This design comes from an exercise in tuning for small area and a short achievable clock period on the open sky130 flow, not from production work.
In this exercise RTL edits were held to simulation tests only and were not proved equivalent to the original.
No activity file was given, so power comes from the tool's default toggle rates.

## lc2k_pipe
module lc2k_pipe (
    input  wire        clk,
    input  wire        rst,             
    output wire [15:0] imem_addr,
    input  wire [31:0] imem_rdata,
    output wire [15:0] dmem_addr,
    output wire [31:0] dmem_wdata,
    output wire        dmem_we,
    input  wire [31:0] dmem_rdata,
    input  wire [2:0]  dbg_sel,
    output wire [31:0] dbg_reg,
    output wire        halted,
    output wire        faulted,
    output wire [1:0]  fault_cause,
    output wire [31:0] fault_value,
    output wire [31:0] fault_instr,
    output wire [31:0] pc,
    output wire [31:0] cnt_cycles,
    output wire [31:0] cnt_fetched,
    output wire [31:0] cnt_retired,
    output wire [31:0] cnt_branches
);
clock: 4.5 ns
lec_check: 0
cap_margin: 20
core_margin: 2
core_utilization: 45
cts_cluster_diameter: 100
cts_cluster_size: 25
place_density: 0.6
setup_slack_margin: 1.1
slew_margin: 20
standard.sh (not shown) runs the stock make flow with config.mk's settings and CLKGATE_MAP_FILE= SYNTH_SCRIPT=/design/flow/synth_recipe.tcl, a recipe that flattens the netlist after the stock synthesis.
==> flow/flow/run.sh <==
#!/bin/bash
# Layout flow: the standard ORFS flow, with every port buffered by the
# smallest buffer (sky130_fd_sc_hd__buf_1) instead of ORFS's default choice.
# The resizer may still upsize these buffers where timing needs it.
set -euo pipefail
export BUFFER_PORTS_ARGS="-buffer_cell sky130_fd_sc_hd__buf_1"
bash standard.sh finish > standard_flow.log 2>&1
The starting point finished with timing, DRC and antenna clean.
Edit:
Settings changed: SETUP_SLACK_MARGIN 1.1 to 1.4.
Result: Fmax is higher by 4.3%; cell area is higher by 1.9%; worst setup slack improves by 0.14 ns; core utilization is higher by 0.98 points; sequential power is lower by about 0.7%; global-route usage is lower by 0.29 points; worst hold slack improves by 0.0085 ns; die area stays the same; total power is higher by 1.5%; area after synthesis does not change.
Edit:
Settings changed: ABC_CLOCK_PERIOD_IN_PS set to 3000.
Result: Routed wire length does not change. Worst hold slack is unchanged. Sequential share of layout area stays the same. Combinational power stays flat. Total power does not change. Via count is unchanged. Sequential power is about the same. Area after synthesis does not change. Die area does not change. Core utilization does not change.

The RTL this note starts from:
==> flow/design.v <==
module lc2k_pipe (
    input  wire        clk,
    input  wire        rst,             
    output wire [15:0] imem_addr,
    input  wire [31:0] imem_rdata,
    output wire [15:0] dmem_addr,
    output wire [31:0] dmem_wdata,
    output wire        dmem_we,
    input  wire [31:0] dmem_rdata,
    input  wire [2:0]  dbg_sel,
    output wire [31:0] dbg_reg,
    output wire        halted,
    output wire        faulted,
    output wire [1:0]  fault_cause,
    output wire [31:0] fault_value,
    output wire [31:0] fault_instr,
    output wire [31:0] pc,
    output wire [31:0] cnt_cycles,
    output wire [31:0] cnt_fetched,
    output wire [31:0] cnt_retired,
    output wire [31:0] cnt_branches
);
    localparam [2:0] OP_ADD  = 3'd0,
                     OP_NAND = 3'd1,
                     OP_LW   = 3'd2,
                     OP_SW   = 3'd3,
                     OP_BEQ  = 3'd4,
                     OP_HALT = 3'd6,
                     OP_NOOP = 3'd7;
    function automatic [7:0] dec8(input [2:0] s);
        dec8 = 8'd1 << s;
    endfunction
    function automatic [31:0] rd8(input [255:0] r, input [7:0] oh);
        integer k;
        begin
            rd8 = 32'd0;
            for (k = 0; k < 8; k = k + 1)
                rd8 = rd8 | (r[k*32 +: 32] & {32{oh[k]}});
        end
    endfunction
    function automatic [31:0] pinc(input [31:0] q, input c);
        reg [31:0] p;
        integer l, i;
        begin
            p = q;
            for (l = 0; l < 5; l = l + 1)
                for (i = 0; i < 32; i = i + 1)
                    if (((i >> l) & 1) == 1)
                        p[i] = p[i] & p[((i >> l) << l) - 1];
            pinc = q ^ ({p[30:0], 1'b1} & {32{c}});
        end
    endfunction
    reg [17:0]  pc_r;
    reg [255:0] rf;
    reg [2:0]  ifid_op;
    reg [23:0] ifid_f;
    reg [2:0]  idex_op;
    reg        idex_mem;                
    reg [23:0] idex_f;
    reg [31:0] idex_rega, idex_regb;
    reg [2:0]  exmem_op;
    reg [23:0] exmem_f;
    reg [15:0] exmem_alu;               
    reg        exmem_cy;                
    reg [15:0] exmem_hi;                
    reg [31:0] exmem_readreg;
    reg        exmem_doob;              
    reg [2:0]  memwb_op;
    reg [21:0] memwb_f;
    reg [31:0] memwb_data;
    reg        memwb_bad;               
    reg [31:0] cycles_r, retired_r, branches_r;
    reg [31:0] fetched_r;
    reg        halted_r, faulted_r;
    reg [1:0]  fcause_r;
    wire        if_valid = (imem_rdata[31:25] == 7'd0);
    wire [2:0]  if_raw   = imem_rdata[24:22];
    wire [2:0]  if_op    = (if_valid && if_raw != 3'd5) ? if_raw : OP_NOOP;
    wire [17:0] if_target = pc_r + 18'd1 + {{2{imem_rdata[15]}}, imem_rdata[15:0]};
    wire [17:0] if_x     = (if_op == OP_BEQ) ? if_target : {2'b00, imem_rdata[15:0]};
    wire        fetch_oob = (pc_r[17:16] != 2'd0);
    wire [31:0] pc_inc    = pinc({14'd0, pc_r}, 1'b1);
    wire [17:0] pc_next   = pc_inc[17:0];
    wire [2:0]  id_a = ifid_f[23:21];
    wire [2:0]  id_b = ifid_f[20:18];
    wire [31:0] dec_rega = rd8(rf, dec8(id_a));
    wire [31:0] dec_regb = rd8(rf, dec8(id_b));
    wire        ex_mem  = idex_mem;
    wire        ex_nand = (idex_op == OP_NAND);
    wire        ex_beq  = (idex_op == OP_BEQ);
    wire [31:0] ex_opb  = ex_mem ? {{16{idex_f[15]}}, idex_f[15:0]} : idex_rega;
    wire [16:0] ex_lo   = {1'b0, idex_regb[15:0]} + {1'b0, ex_opb[15:0]};
    wire        ex_cy   = ex_lo[16];
    wire [15:0] ex_nandv = ~(idex_rega[15:0] & idex_regb[15:0]);
    wire        ex_eq   = (idex_rega == idex_regb);
    wire [15:0] ex_opbh = ex_mem ? {16{idex_f[15]}} : idex_rega[31:16];
    wire [15:0] ex_sumh = idex_regb[31:16] + ex_opbh;
    wire [15:0] ex_hi   = ex_nand ? ~(idex_rega[31:16] & idex_regb[31:16]) : ex_sumh;
    wire [15:0] ex_alu;
    assign ex_alu[15:1] = ex_nand ? ex_nandv[15:1] : ex_lo[15:1];
    assign ex_alu[0]    = ex_nand ? ex_nandv[0] : ex_beq ? ex_eq : ex_lo[0];
    wire        hi_zero = (idex_regb[31:16] == 16'h0000);
    wire        hi_ones = (idex_regb[31:16] == 16'hffff);
    wire        hi_one  = (idex_regb[31:16] == 16'h0001);
    wire        ex_hi_ok = idex_f[15] ? (ex_cy ? hi_zero : hi_one)
                                      : (ex_cy ? hi_ones : hi_zero);
    wire        ex_doob = ex_mem && !ex_hi_ok;
    wire [31:0] mem_hinc = pinc({16'd0, exmem_hi}, exmem_cy);
    wire [31:0] mem_alu  = {mem_hinc[15:0], exmem_alu};
    wire mem_lw  = (exmem_op == OP_LW);
    wire mem_sw  = (exmem_op == OP_SW);
    wire br_taken = (exmem_op == OP_BEQ) && exmem_alu[0];
    wire mem_bad = ((exmem_op == OP_ADD) || (exmem_op == OP_NAND)) &&
                   (exmem_f[15:3] != 13'd0);
    wire [31:0] mem_data = (mem_lw && !exmem_doob) ? dmem_rdata : mem_alu;
    wire wb_alu  = (memwb_op == OP_ADD) || (memwb_op == OP_NAND);
    wire wb_lw   = (memwb_op == OP_LW);
    wire wb_halt = (memwb_op == OP_HALT);
    wire wb_retire = (memwb_op[2] == 1'b0) || (memwb_op == OP_BEQ);
    wire [2:0] wb_dest = wb_lw ? memwb_f[21:19] : memwb_f[2:0];
    wire wb_we   = wb_alu || wb_lw;
    wire running   = !halted_r && !faulted_r;
    wire halt_now  = running && wb_halt;
    wire any_fault = memwb_bad || exmem_doob || fetch_oob;
    wire commit    = running && !wb_halt && !any_fault;
    wire fault_now = running && !wb_halt && any_fault;
    wire memwb_en  = running && !wb_halt && !memwb_bad;
    wire halt_in_pipe = (ifid_op == OP_HALT) || (idex_op == OP_HALT) ||
                        (exmem_op == OP_HALT);
    wire [31:0] cycles_next = rst ? 32'd0 : pinc(cycles_r, commit);
    wire [31:0] wbus = rst ? 32'd0 : memwb_data;
    genvar g;
    generate
        for (g = 0; g < 8; g = g + 1) begin : gen_rf
            wire en = rst || (commit && wb_we && wb_dest == g);
            always @(posedge clk)
                if (en) rf[g*32 +: 32] <= wbus;
        end
    endgenerate
    always @(posedge clk) begin
        ifid_op    <= rst ? OP_NOOP : if_op;
        ifid_f     <= {imem_rdata[21:16], if_x};
        idex_op    <= rst ? OP_NOOP : ifid_op;
        idex_mem   <= !rst && (ifid_op == OP_LW || ifid_op == OP_SW);
        idex_f     <= ifid_f;
        idex_rega  <= dec_rega;
        idex_regb  <= dec_regb;
        exmem_op   <= rst ? OP_NOOP : idex_op;
        exmem_f    <= idex_f;
        exmem_alu  <= ex_alu;
        exmem_cy   <= ex_cy && !ex_nand;
        exmem_hi   <= ex_hi;
        exmem_readreg <= idex_rega;
        exmem_doob <= !rst && ex_doob;
        if (rst) begin
            memwb_op  <= OP_NOOP;
            memwb_bad <= 1'b0;
        end else if (memwb_en) begin
            memwb_op   <= exmem_op;
            memwb_f    <= {exmem_f[23:18], exmem_f[15:0]};
            memwb_data <= mem_data;
            memwb_bad  <= mem_bad;
        end
        if (rst || commit) begin
            pc_r <= rst ? 18'd0 : br_taken ? exmem_f[17:0] : pc_next;
        end
        cycles_r   <= cycles_next;
        if (rst || (commit && !halt_in_pipe))
            fetched_r <= cycles_next;
        retired_r  <= rst ? 32'd0 : pinc(retired_r, (commit && wb_retire) || halt_now);
        branches_r <= rst ? 32'd0 : pinc(branches_r, commit && br_taken);
        halted_r   <= !rst && (halted_r || halt_now);
        faulted_r  <= !rst && (faulted_r || fault_now);
        if (fault_now)
            fcause_r <= memwb_bad ? 2'd3 : exmem_doob ? 2'd2 : 2'd1;
    end
    assign imem_addr    = pc_r[15:0];
    assign dmem_addr    = exmem_alu[15:0];
    assign dmem_wdata   = exmem_readreg;
    assign dmem_we      = commit && mem_sw;
    assign dbg_reg      = rd8(rf, dec8(dbg_sel));
    assign halted       = halted_r;
    assign faulted      = faulted_r;
    assign fault_cause  = fcause_r;
    assign fault_value  = fcause_r[0] ? (fcause_r[1] ? {16'd0, memwb_f[15:0]}
                                                     : {{14{pc_r[17]}}, pc_r})
                                      : memwb_data;
    assign fault_instr  = (fcause_r == 2'd1) ? 32'd0 : {7'd0, memwb_op, memwb_f};
    assign pc           = {{14{pc_r[17]}}, pc_r};
    assign cnt_cycles   = cycles_r;
    assign cnt_fetched  = fetched_r;
    assign cnt_retired  = retired_r;
    assign cnt_branches = branches_r;
endmodule
export LEC_CHECK = 0
export CAP_MARGIN = 20
export CORE_MARGIN = 2
export CORE_UTILIZATION = 65
export CTS_CLUSTER_DIAMETER = 100
export CTS_CLUSTER_SIZE = 25
export PLACE_DENSITY = 0.8
export SETUP_SLACK_MARGIN = 1.45
export SLEW_MARGIN = 20
create_clock -name core_clock -period 4.5 [get_ports {clk}]
Scripts as last shown in full above: flow/flow/run.sh
The starting point produced a clean layout.
Then changed:
- CORE_UTILIZATION: 65 -> 45
- PLACE_DENSITY: 0.8 -> 0.6
- SETUP_SLACK_MARGIN: 1.45 -> 1.8
What happened:
- The changed run completed with no timing, DRC or antenna violations
- worst hold slack got worse by 14 ps
- final area climbs by 8.5%
- via count barely changes
- setup slack improved by 55 ps
- routed wire length climbs by 12%
- area after synthesis stays the same
- fmax climbs by 1.8%
Then changed:
- SETUP_SLACK_MARGIN: 1.8 -> 1.55
Power is lower by 1.1%.
Global-route usage falls by 0.54 points.
Cell count falls by 1.3%.
Final area shrinks by 4.5%.
Combinational power falls by 11%.
Maximum frequency decreases by 2.1%.

[static timing again, ports no longer ideal]
The flow's constraints put no driver on any port. The routed layouts listed below were extracted and timed again, unchanged, in two steps. Step 1 assumes that a clkbuf_16 drives the clock port and a buf_2 every other input. Step 2 also shifts input and output timing later by t, the mid clock arrival at the registers, as if the neighbouring blocks saw the same clock. Slacks: ideal / step 1 / step 2; pairs: ideal / step 1.
run | shift t [ns] | setup WS [ns] | hold WS [ns] | slew at the worst register clock pin (ns) | cell pins on the clock port's net
the first run of note 1 | 0.641 | 1.250 / 1.191 / 0.898 | 0.322 / 0.322 / 0.322 | 0.10 / 0.10 | 1
the second run of note 1 | 0.653 | 1.385 / 1.317 / 1.059 | 0.331 / 0.331 / 0.331 | 0.10 / 0.10 | 1
the third run of note 1 | 0.653 | 1.385 / 1.317 / 1.059 | 0.331 / 0.331 / 0.331 | 0.10 / 0.10 | 1
the first run of note 2 | 0.688 | 1.434 / 1.379 / 1.096 | 0.325 / 0.306 / 0.325 | 0.10 / 0.10 | 1
the second run of note 2 | 0.697 | 1.490 / 1.434 / 1.280 | 0.311 / 0.311 / 0.311 | 0.11 / 0.11 | 1
the third run of note 2 | 0.645 | 1.425 / 1.364 / 1.154 | 0.334 / 0.334 / 0.334 | 0.11 / 0.11 | 1
After both steps every run listed still meets setup and hold. The setup slack of the first run of note 1, which loses most, moves by -0.059 ns with the drivers and by -0.352 ns with both steps.
